Context: an optimization exercise on an open-source flow, tuned for small area, a short achievable clock period and few clock cycles. The choices shown serve that exercise and are no tape-out recipe.
In this exercise RTL edits were held to simulation tests only and were not proved equivalent to the original.
Power is estimated from default activity; no workload was simulated.

**design/flow/constraint.sdc**
```tcl
create_clock -name core_clock -period 9.0 [get_ports {clk}]
set_input_delay 1.8000 -clock core_clock [delete_from_list [all_inputs] [get_ports {clk}]]
set_output_delay 1.8000 -clock core_clock [all_outputs]
set_load 0.01 [all_outputs]
```
**design/flow/design.v**
```verilog
module fu64_lzc8 (
    input  wire [7:0] x,
    output wire       nz,
    output wire [2:0] n
);
    assign nz = |x;
    assign n[2] = ~|x[7:4];
    wire [3:0] h = n[2] ? x[3:0] : x[7:4];
    assign n[1] = ~|h[3:2];
    wire [1:0] q = n[1] ? h[1:0] : h[3:2];
    assign n[0] = ~q[1];
endmodule
module fu64_lzc64 (
    input  wire [63:0] x,
    output wire [6:0]  n
);
    wire [7:0]  nz;
    wire [23:0] nb;
    genvar g;
    generate
        for (g = 0; g < 8; g = g + 1) begin : byte_lzc
            fu64_lzc8 u (.x(x[8*g+7:8*g]), .nz(nz[g]), .n(nb[3*g+2:3*g]));
        end
    endgenerate
    wire [7:0] z = ~nz;
    wire       b2 = &z[7:4];
    wire [3:0] zh = b2 ? z[3:0] : z[7:4];
    wire       b1 = &zh[3:2];
    wire [1:0] zq = b1 ? zh[1:0] : zh[3:2];
    wire       b0 = zq[1];
    wire [2:0] hi = {b2, b1, b0};
    wire [2:0] byte_idx = 3'd7 - hi;
    reg  [2:0] lo;
    always @(*) begin
        case (byte_idx)
            3'd0: lo = nb[2:0];
            3'd1: lo = nb[5:3];
            3'd2: lo = nb[8:6];
            3'd3: lo = nb[11:9];
            3'd4: lo = nb[14:12];
            3'd5: lo = nb[17:15];
            3'd6: lo = nb[20:18];
            default: lo = nb[23:21];
        endcase
    end
    assign n = (~|nz) ? 7'd64 : {1'b0, hi, lo};
endmodule
module fu64 (
    input  wire        clk,
    input  wire        rst,
    input  wire        flush,
    input  wire        in_valid,
    output wire        in_ready,
    input  wire [4:0]  in_op,
    input  wire [63:0] in_a,
    input  wire [63:0] in_b,
    input  wire [19:0] in_imm,
    input  wire [63:0] in_pc,
    output wire        out_valid,
    input  wire        out_ready,
    output wire [63:0] out_result,
    output wire        out_taken,
    output wire        out_fault,
    output wire        out_div0
);
    localparam OP_ADD  = 5'd0,  OP_SUB  = 5'd1,  OP_AND  = 5'd2,  OP_OR   = 5'd3;
    localparam OP_XOR  = 5'd4,  OP_SLL  = 5'd5,  OP_SRL  = 5'd6,  OP_SRA  = 5'd7;
    localparam OP_MUL  = 5'd8,  OP_DIV  = 5'd9,  OP_DIVU = 5'd10, OP_REM  = 5'd11;
    localparam OP_REMU = 5'd12, OP_ADDI = 5'd13, OP_ANDI = 5'd14, OP_ORI  = 5'd15;
    localparam OP_XORI = 5'd16, OP_SLLI = 5'd17, OP_SRLI = 5'd18, OP_SRAI = 5'd19;
    localparam OP_LD   = 5'd20, OP_SD   = 5'd21, OP_BEQ  = 5'd22, OP_BNE  = 5'd23;
    localparam OP_BLT  = 5'd24, OP_BGE  = 5'd25, OP_LUI  = 5'd26, OP_JAL  = 5'd27;
    localparam D_ABS = 3'd0, D_LZC = 3'd1, D_ALIGN = 3'd2, D_ITER = 3'd3, D_FIN = 3'd4;
    reg         x_v;
    reg  [63:0] A, B, P;
    reg  [11:0] I;
    reg         k_add, k_log, k_sh, k_br, k_mul, k_div;
    reg  [1:0]  lsel;        
    reg         sh_left, sh_arith;
    reg  [1:0]  brt;         
    reg         x_sub;
    reg         bprev;       
    reg         d_signed, d_rem;
    reg  [2:0]  dst;
    reg  [6:0]  cnt;
    reg         d_negq, d_negr, d_ovf, d_dz;
    reg         o_v, o2_v;
    reg  [63:0] o_res, o2_res;
    reg         o_tk, o_flt, o_dz, o2_tk, o2_flt, o2_dz;
    reg         rdy_q;
    assign in_ready   = rdy_q;
    assign out_valid  = o_v;
    assign out_result = o_res;
    assign out_taken  = o_tk;
    assign out_fault  = o_flt;
    assign out_div0   = o_dz;
    wire accept = in_valid && rdy_q && !rst && !flush;
    wire hand   = o_v && out_ready;
    wire i_add = (in_op == OP_ADD) || (in_op == OP_SUB) || (in_op == OP_ADDI) ||
                 (in_op == OP_LD) || (in_op == OP_SD) || (in_op == OP_LUI) ||
                 (in_op == OP_JAL);
    wire i_log = (in_op == OP_AND) || (in_op == OP_OR) || (in_op == OP_XOR) ||
                 (in_op == OP_ANDI) || (in_op == OP_ORI) || (in_op == OP_XORI);
    wire i_sh  = (in_op == OP_SLL) || (in_op == OP_SRL) || (in_op == OP_SRA) ||
                 (in_op == OP_SLLI) || (in_op == OP_SRLI) || (in_op == OP_SRAI);
    wire i_br  = (in_op == OP_BEQ) || (in_op == OP_BNE) || (in_op == OP_BLT) ||
                 (in_op == OP_BGE);
    wire i_mul = (in_op == OP_MUL);
    wire i_div = (in_op == OP_DIV) || (in_op == OP_DIVU) || (in_op == OP_REM) ||
                 (in_op == OP_REMU);
    wire i_imm = (in_op >= OP_ADDI) && (in_op <= OP_SD);
    wire i_lui = (in_op == OP_LUI);
    wire i_jal = (in_op == OP_JAL);
    wire [63:0] imm64 = {{44{in_imm[19]}}, in_imm};
    wire [63:0] a_in  = i_jal ? in_pc : (i_lui ? 64'd0 : in_a);
    wire [63:0] b_in  = i_imm ? imm64 :
                        i_lui ? {imm64[51:0], 12'd0} :
                        i_jal ? 64'd4 : in_b;
    wire        i_mul_last = (&in_b[63:3]) || (~|in_b[63:3]);
    wire d_abs  = k_div && (dst == D_ABS);
    wire d_lzc  = k_div && (dst == D_LZC);
    wire d_algn = k_div && (dst == D_ALIGN);
    wire d_iter = k_div && (dst == D_ITER);
    wire d_fin  = k_div && (dst == D_FIN);
    wire        nb_abs = d_signed && B[63];
    wire        na_abs = d_signed && A[63];
    wire        add_sub = (!k_div && x_sub) || d_iter ||
                          (d_abs && nb_abs) ||
                          (d_fin && (d_rem ? d_negr : d_negq));
    wire [63:0] add_x = (d_abs || d_fin) ? 64'd0 : A;
    wire [63:0] add_y = add_sub ? ~B : B;
    wire [64:0] sum   = {1'b0, add_x} + {1'b0, add_y} + {64'd0, add_sub};
    wire [63:0] log_res = (lsel == 2'd0) ? (A & B) :
                          (lsel == 2'd1) ? (A | B) : (A ^ B);
    function [63:0] rev64(input [63:0] v);
        integer i;
        for (i = 0; i < 64; i = i + 1) rev64[i] = v[63 - i];
    endfunction
    wire [63:0] sh_src = d_algn ? rev64(B) : (sh_left ? rev64(A) : A);
    wire [5:0]  sh_amt = d_algn ? cnt[5:0] : B[5:0];
    wire        sh_fill = sh_arith && A[63] && !d_algn;
    wire [127:0] sh_ext = {{64{sh_fill}}, sh_src} >> sh_amt;
    wire [63:0] sh_r   = sh_ext[63:0];
    wire [63:0] sh_res = (sh_left || d_algn) ? rev64(sh_r) : sh_r;
    wire        br_eq = (A == B);
    wire        br_lt = (A[63] != B[63]) ? A[63] : sum[63];
    wire        br_tk = (brt == 2'd0) ? br_eq :
                        (brt == 2'd1) ? !br_eq :
                        (brt == 2'd2) ? br_lt : !br_lt;
    wire [13:0] tl_t  = {1'b0, P[12:0]} + {1'b0, I, 1'b0};
    wire [13:0] tl_n  = {1'b0, P[12:0]} + 14'd4;
    wire [50:0] th    = P[63:13];
    wire [50:0] th_p  = th + 51'd1;
    wire [50:0] th_m  = th - 51'd1;
    wire        t_up  = br_tk ? (tl_t[13] & ~I[11]) : tl_n[13];
    wire        t_dn  = br_tk & ~tl_t[13] & I[11];
    wire [63:0] br_res = {t_up ? th_p : (t_dn ? th_m : th),
                          br_tk ? tl_t[12:0] : tl_n[12:0]};
    wire b0m = bprev, b0l = B[0], b0h = B[1];
    wire b1m = B[1],  b1l = B[2], b1h = B[3];
    wire one0 = d_abs || (b0l ^ b0m);
    wire two0 = !d_abs && ((b0h & ~b0l & ~b0m) | (~b0h & b0l & b0m));
    wire neg0 = d_abs ? na_abs : b0h;
    wire one1 = !d_abs && (b1l ^ b1m);
    wire two1 = !d_abs && ((b1h & ~b1l & ~b1m) | (~b1h & b1l & b1m));
    wire neg1 = !d_abs && b1h;
    wire [63:0] A2   = {A[62:0], 1'b0};
    wire [63:0] pp0  = (({64{one0}} & A) | ({64{two0}} & A2)) ^ {64{neg0}};
    wire [63:0] m1   = ({64{one1}} & A) | ({64{two1}} & A2);
    wire [63:0] pp1  = {m1[61:0], 2'b00} ^ {64{neg1}};
    wire [63:0] cs_s = P ^ pp0 ^ pp1;
    wire [63:0] cs_c = {(P[62:0] & pp0[62:0]) | (P[62:0] & pp1[62:0]) | (pp0[62:0] & pp1[62:0]), neg1};
    wire [63:0] mul_acc = cs_s + cs_c + {63'd0, neg0};
    wire        mul_last = (&B[63:3]) || (~|B[63:3]);
    wire        mul_last_nx = (&B[63:7]) || (~|B[63:7]);
    wire        b_zero = (B == 64'd0);
    wire        ovf    = d_signed && (A == 64'h8000000000000000) && (&B);
    wire [6:0]  lz_a, lz_b;
    fu64_lzc64 u_lza (.x(A), .n(lz_a));
    fu64_lzc64 u_lzb (.x(B), .n(lz_b));
    wire [6:0]  lz_d = lz_b - lz_a;
    wire        q_ge = sum[64];
    wire [63:0] q_nx = {P[62:0], q_ge};
    wire [63:0] r_nx = q_ge ? sum[63:0] : A;
    wire x_last = k_add || k_log || k_sh || k_br || (k_mul && mul_last) || d_fin;
    wire x_fire = x_v && x_last && !o2_v;
    wire x_step = x_v && !x_last;
    wire [63:0] x_res = ({64{k_add || k_div}} & sum[63:0]) |
                        ({64{k_log}} & log_res) |
                        ({64{k_sh}}  & sh_res) |
                        ({64{k_br}}  & br_res) |
                        ({64{k_mul}} & mul_acc);
    wire x_tk  = k_br && br_tk;
    wire x_flt = k_div && d_ovf;
    wire x_dz  = k_div && d_dz;
    wire o_free = !o_v || hand;
    wire o2_v_nx = o2_v ? !o_free : (x_fire && !o_free);
    always @(posedge clk) begin
        if (rst || flush) begin
            o_v  <= 1'b0;
            o2_v <= 1'b0;
        end else begin
            if (o_free) begin
                o_v <= o2_v || x_fire;
                o2_v <= 1'b0;
            end else if (x_fire) begin
                o2_v <= 1'b1;
            end
        end
        if (o_free) begin
            if (o2_v) begin
                o_res <= o2_res;
                o_tk  <= o2_tk;
                o_flt <= o2_flt;
                o_dz  <= o2_dz;
            end else begin
                o_res <= x_res;
                o_tk  <= x_tk;
                o_flt <= x_flt;
                o_dz  <= x_dz;
            end
        end else if (!o2_v) begin
            o2_res <= x_res;
            o2_tk  <= x_tk;
            o2_flt <= x_flt;
            o2_dz  <= x_dz;
        end
    end
    reg x_last_nx;
    always @(*) begin
        if (x_step && k_mul)
            x_last_nx = mul_last_nx;
        else if (x_step && k_div)
            x_last_nx = (d_lzc && (d_ovf || lz_d[6])) ||
                        (d_iter && cnt == 7'd0);
        else
            x_last_nx = 1'b1;
    end
    always @(posedge clk) begin
        if (rst || flush) begin
            x_v   <= 1'b0;
            rdy_q <= 1'b1;
        end else if (accept) begin
            x_v   <= 1'b1;
            rdy_q <= !o2_v_nx && !i_div && (!i_mul || i_mul_last);
        end else begin
            x_v   <= x_v && !x_fire;
            rdy_q <= !(x_v && !x_fire) || (x_last_nx && !o2_v_nx);
        end
        if (accept) begin
            A        <= a_in;
            B        <= b_in;
            P        <= (i_mul || i_div) ? 64'd0 : in_pc;
            I        <= in_imm[11:0];
            k_add    <= i_add;
            k_log    <= i_log;
            k_sh     <= i_sh;
            k_br     <= i_br;
            k_mul    <= i_mul;
            k_div    <= i_div;
            lsel     <= (in_op == OP_AND || in_op == OP_ANDI) ? 2'd0 :
                        (in_op == OP_OR  || in_op == OP_ORI)  ? 2'd1 : 2'd2;
            sh_left  <= (in_op == OP_SLL) || (in_op == OP_SLLI);
            sh_arith <= (in_op == OP_SRA) || (in_op == OP_SRAI);
            brt      <= in_op[1:0] - 2'd2;
            x_sub    <= (in_op == OP_SUB) || i_br;
            bprev    <= 1'b0;
            d_signed <= (in_op == OP_DIV) || (in_op == OP_REM);
            d_rem    <= (in_op == OP_REM) || (in_op == OP_REMU);
            dst      <= D_ABS;
        end else if (x_step && k_mul) begin
            A     <= {A[59:0], 4'd0};
            B     <= {{4{B[63]}}, B[63:4]};
            P     <= mul_acc;
            bprev <= B[3];
        end else if (x_step && k_div) begin
            case (dst)
                D_ABS: begin
                    A      <= mul_acc;
                    B      <= {sum[63:1], sum[0] | b_zero};
                    d_negq <= na_abs ^ nb_abs;
                    d_negr <= na_abs;
                    d_ovf  <= ovf;
                    d_dz   <= b_zero;
                    dst    <= D_LZC;
                end
                D_LZC: begin
                    if (d_ovf || lz_d[6]) begin
                        B   <= (d_rem && !d_ovf) ? A : 64'd0;
                        dst <= D_FIN;
                    end else begin
                        cnt <= lz_d;
                        dst <= D_ALIGN;
                    end
                end
                D_ALIGN: begin
                    B   <= sh_res;
                    dst <= D_ITER;
                end
                default: begin
                    A   <= r_nx;
                    P   <= q_nx;
                    cnt <= cnt - 7'd1;
                    if (cnt == 7'd0) begin
                        B   <= d_rem ? r_nx : q_nx;
                        dst <= D_FIN;
                    end else begin
                        B   <= {1'b0, B[63:1]};
                    end
                end
            endcase
        end
    end
endmodule
```
**design/flow/run.sh**
```bash
#!/bin/bash
# synth_recipe.tcl (not shown) runs the flow's synth.tcl, then flattens the netlist and writes it again
# the make line also repeats each setting of config.mk as NAME=value (left out here)
make -C /OpenROAD-flow-scripts/flow DESIGN_CONFIG=/design/flow/config.mk WORK_HOME=/design/flow/orfs CLKGATE_MAP_FILE= SYNTH_SCRIPT=/design/flow/synth_recipe.tcl finish
```
**design/flow/config.mk**
```make
export PLATFORM = sky130hd
export DESIGN_NAME = fu64
export DESIGN_NICKNAME = fu64
export VERILOG_FILES = /design/flow/design.v
export SDC_FILE = /design/flow/constraint.sdc
export NUM_CORES = 4
export LEC_CHECK = 0
export CAP_MARGIN = 20
export CORE_MARGIN = 2
export CORE_UTILIZATION = 35
export PLACE_DENSITY = 0.55
export SETUP_SLACK_MARGIN = 5
export SLEW_MARGIN = 20
```
==> run_results.csv <==
group,metric,value,unit
floorplan,ioPinCount,291,
clocking,numCtsBuffers,51,
timing,finalSetupViolations,0,
route,dr_total_vias,65200,
placed_design,port_buffers,290,
timing,whs,0.527,ns
floorplan,fp.dieH,387,um
synth,synth-seq-cells,372,
power_and_ir_drop,peakVddDrop,0.202,mV
critical_path,crit_path_end_kind,"register",
min_path,hold_class,"reg2reg",
timing,period_minus_slack,5.96,ns
timing,finalHoldViolations,0,
synth,ys_warn_count,2,
power_and_ir_drop,total_leakage_power,27.0,nW
critical_path,setup.worst_path.class,"reg2reg",
placed_design,place_inst,8374,
floorplan,num_rows,140,
synth,synthFlopType,"edfxtp_1",
final_layout,area_delta_synth_final,40.3,%
placed_design,hpwl,276,mm
global_routing,grt_pass1_wl,512,mm
synth,synth.avg_cell_area,7.83,um2
final_layout,fillers,13900,
final_layout,nets,7636,
clocking,clock_latency,0.71,ns
timing,tns,0,ns
timing,clock_skew,0.0356,ns
global_routing,grt_overflow_total,0,
route,routedWlPerCell,42.8,um
global_routing,use_met1,58.6,%
min_path,worstHoldPathCells,2,
clocking,htree_levels,2,
route,routed_via_density,7.21,
final_layout,drive_above_1_share,29.0,%
status,outcome,"timing/DRC/antenna clean",
placed_design,gp_congestion,1.12,
clocking,clkTransAtPathRegs,0.07,ns
timing,drv_slew,0,
critical_path,crit_path_max_fanout,10,
route,first_pass_iters,8,
synth,synthDistinctLibCells,107,
floorplan,start_util,35.2,%
timing,maxSlewHeadroom,7.66,%
route,drt_iter0_drc,10900,
final_layout,ff_latch_area,11100,um2
synth,ys_seq_area_share,21.6,%
clocking,cts_tree,"yes",
global_routing,grt.busiest_layer,"met2",
global_routing,grt_pass1_vias,59900,
synth,postSynthCellCount,6549,
floorplan,die_w,387,um
global_routing,met2_usage,67.5,%
critical_path,reg2reg_depth,17,
power_and_ir_drop,p_per_area,287,nW/um2
timing,period_share,66.2,%
global_routing,grt_max_degree,114,
final_layout,multi_input_area,44600,um2
global_routing,groute.layer.met3.usage,21.3,%
critical_path,worstPathArrival,6.36,ns
floorplan,die-area,150000,um2
clocking,root_buffer,"clkbuf_16",
synth,syn-num-nets,7114,
route,totalWireLength,388,mm
clocking,cts_max_path_buffers,3,
clocking,clkSinkCount,372,
final_layout,instances_no_fill,9055,
global_routing,antenna_found_initial,36,
floorplan,coreArea,146000,um2
synth,netlist_area,51300,um2
synth,synthArstFlopShare,0,%
global_routing,grt.total_usage,49.0,%
route,ant_nets,0,
critical_path,required,9.40,ns
synth,synth_edf_count,364,
critical_path,start_kind,"register",
run,maxCapViolCount,0,
timing,worst_pin_slew,1.39,ns
route,drc,0,
timing,rsz0062_at_grt,"true",
timing,fmax,0.168,GHz
-- critical path, stage by stage (launching register included) --
cell       delay, ns
edfxtp_1        0.87
inv_1           0.20
ha_1            0.56
nor4_1          0.40
nand4_1         0.43
nor4_1          0.44
a32oi_1         0.23
and3b_1         0.33
o21ba_2         0.24
a2111oi_4       0.34
and2_4          0.22
buf_12          0.17
buf_12          0.15
mux2_4          0.43
buf_6           0.17
o31ai_4         0.17
xnor2_1         0.15
o22ai_1         0.11
-- cells by family (layout without fill, tap and decap cells) --
family,count (synthesis),in the layout,synth area share (%)
AO/OA/AOI/OAI,2299,2300,29.5
XOR/XNOR,369,369,6.30
adder cells (fa/ha/maj),343,343,9.35
buffers and inverters,889,1435,6.72
flip-flops,372,372,21.6
multiplexers,377,380,9.22
other,0,27,0
AND/OR/NAND/NOR,1900,1912,17.3
-- cells in the final DEF, fill, tap and decap left out, drive strengths merged, types with 26 or more instances in the layout --
cell type	instances
a21oi	523
buf	801
clkbuf	60
o21a	28
and2	34
clkdlybuf4s50	287
a221oi	123
o21ai	599
ha	276
and3	96
nor2	428
nor3	93
o211ai	115
a222oi	26
a211oi	87
diode	27
mux2	60
a21o	98
o21bai	37
inv	233
o32ai	32
xor2	188
o22ai	66
nand4	95
fa	67
xnor2	181
nand2b	29
nand3	192
nand2	727
nor4	84
or3	38
a22oi	142
a31oi	80
a221o	55
o221ai	33
edfxtp	364
mux4	70
mux2i	250
-- report_power, final --
group	switching [mW]	leakage (nW)	internal, mW
registers	0.223	3.34	2.40
clock network	1.01	0.795	1.20
logic	9.30	22.9	6.54
-- final timing paths --
check | startpoint | to | slack (ns)
min reg2reg | bprev | bprev | 0.53
max | B[11] | o_res[35] | 3.04
max reg2reg | B[11] | o_res[35] | 3.04
min | bprev | bprev | 0.53
-- layout make-up --
type	count	share of cell area (%)
clock inverters	36	0.497
clock buffers	57	1.83
well taps	1917	3.33
inverters	236	1.26
repair buffers	1105	15.6
diodes	27	0.0939
flip-flops and latches	372	15.4
repair inverters	1	0.00695
multi-input cells	5304	62.0
-- stage by stage --
stage	power, mW	area, um2	setup WS (ns)	utilization, %
4_1_cts	18.4	68300	3.33	46.9
3_3_place_gp	13.3	57700	1.20	39.6
6_report	20.7	72000	3.04	49.5
2_1_floorplan	9.19	53100	3.47	-
3_5_place_dp	13.3	57700	1.93	39.7
5_1_grt	21.1	71900	2.97	49.4
-- state kept, by name (all words and copies together) (netlist names), 2 cells and up --
| name | cells |
|---|---|
| o2_res | 64 |
| P | 64 |
| cnt | 7 |
| lsel | 2 |
| o_res | 64 |
| brt | 2 |
| dst | 3 |
| I | 12 |
| B | 64 |
| A | 64 |
-- cell usage after synthesis, types with 79 or more instances --
cell type | n | area share, %
xor2_1 | 188 | 3.2
o21ai_0 | 589 | 5.7
edfxtp_1 | 364 | 21
o211ai_1 | 113 | 1.7
inv_1 | 233 | 1.7
a21o_1 | 97 | 1.4
nor3_1 | 93 | 0.91
a211oi_1 | 85 | 1.2
a21oi_1 | 521 | 5.1
mux2i_1 | 249 | 4.9
nor4_1 | 83 | 1.0
nand4_1 | 95 | 1.2
xnor2_1 | 181 | 3.1
a31oi_1 | 79 | 0.96
clkbuf_1 | 526 | 3.8
nand3_1 | 192 | 1.9
nor2_1 | 425 | 3.1
and3_1 | 96 | 1.2
nand2_1 | 718 | 5.3
a221oi_1 | 122 | 2.1
ha_1 | 276 | 6.7
a22oi_1 | 142 | 2.1
-- layer usage --
metal	vias to the layer above	wire [um]
met5	-	783
met2	5751	151000
met1	31900	138000
li1	25800	-
met3	1718	57100
met4	36	40800
-- timing repair --
| item | CTS | global route |
|---|---|---|
| cloned | 47 | 3 |
| pin swaps | 274 | 280 |
| gates resized for setup | 994 | 395 |
| buffers inserted | 343 | 168 |
| endpoints found under the setup margin | 539 | 510 |
| hold buffers | 0 | 0 |
Testbench counts, summed over its fixed seeds: cycles 19,625.

[what the ideal ports hide]
The results above use ideal ports. As a check the final layout listed here was re-extracted and re-timed, cells and wires unchanged.
Step 1 (the two cells are an assumption about what drives the block):
set clk [get_ports {clk}]
set_driving_cell -lib_cell sky130_fd_sc_hd__clkbuf_16 $clk
set_driving_cell -lib_cell sky130_fd_sc_hd__buf_2 [delete_from_list [all_inputs] $clk]
Step 2 adds t to the input delays and takes it off the output delays; t is the mean of the earliest and latest rising clock arrival at the registers after step 1. Input paths then give back, and output paths get back, about the clock's delay inside the block.
a / b / c = ideal ports / drivers / drivers and shift; a / b = the first two.
t (ns): 0.791
setup slack, ns: 3.043 / 3.043 / 3.043
worst setup path after step 2: register to register
latest minus earliest clock arrival (ns): 0.036 / 0.036
cell pins on the clock port's net: 1
After both steps setup and hold are still met in this run. For this run, drivers alone change the setup slack by 0.000 ns; drivers and shift together by 0.000 ns.
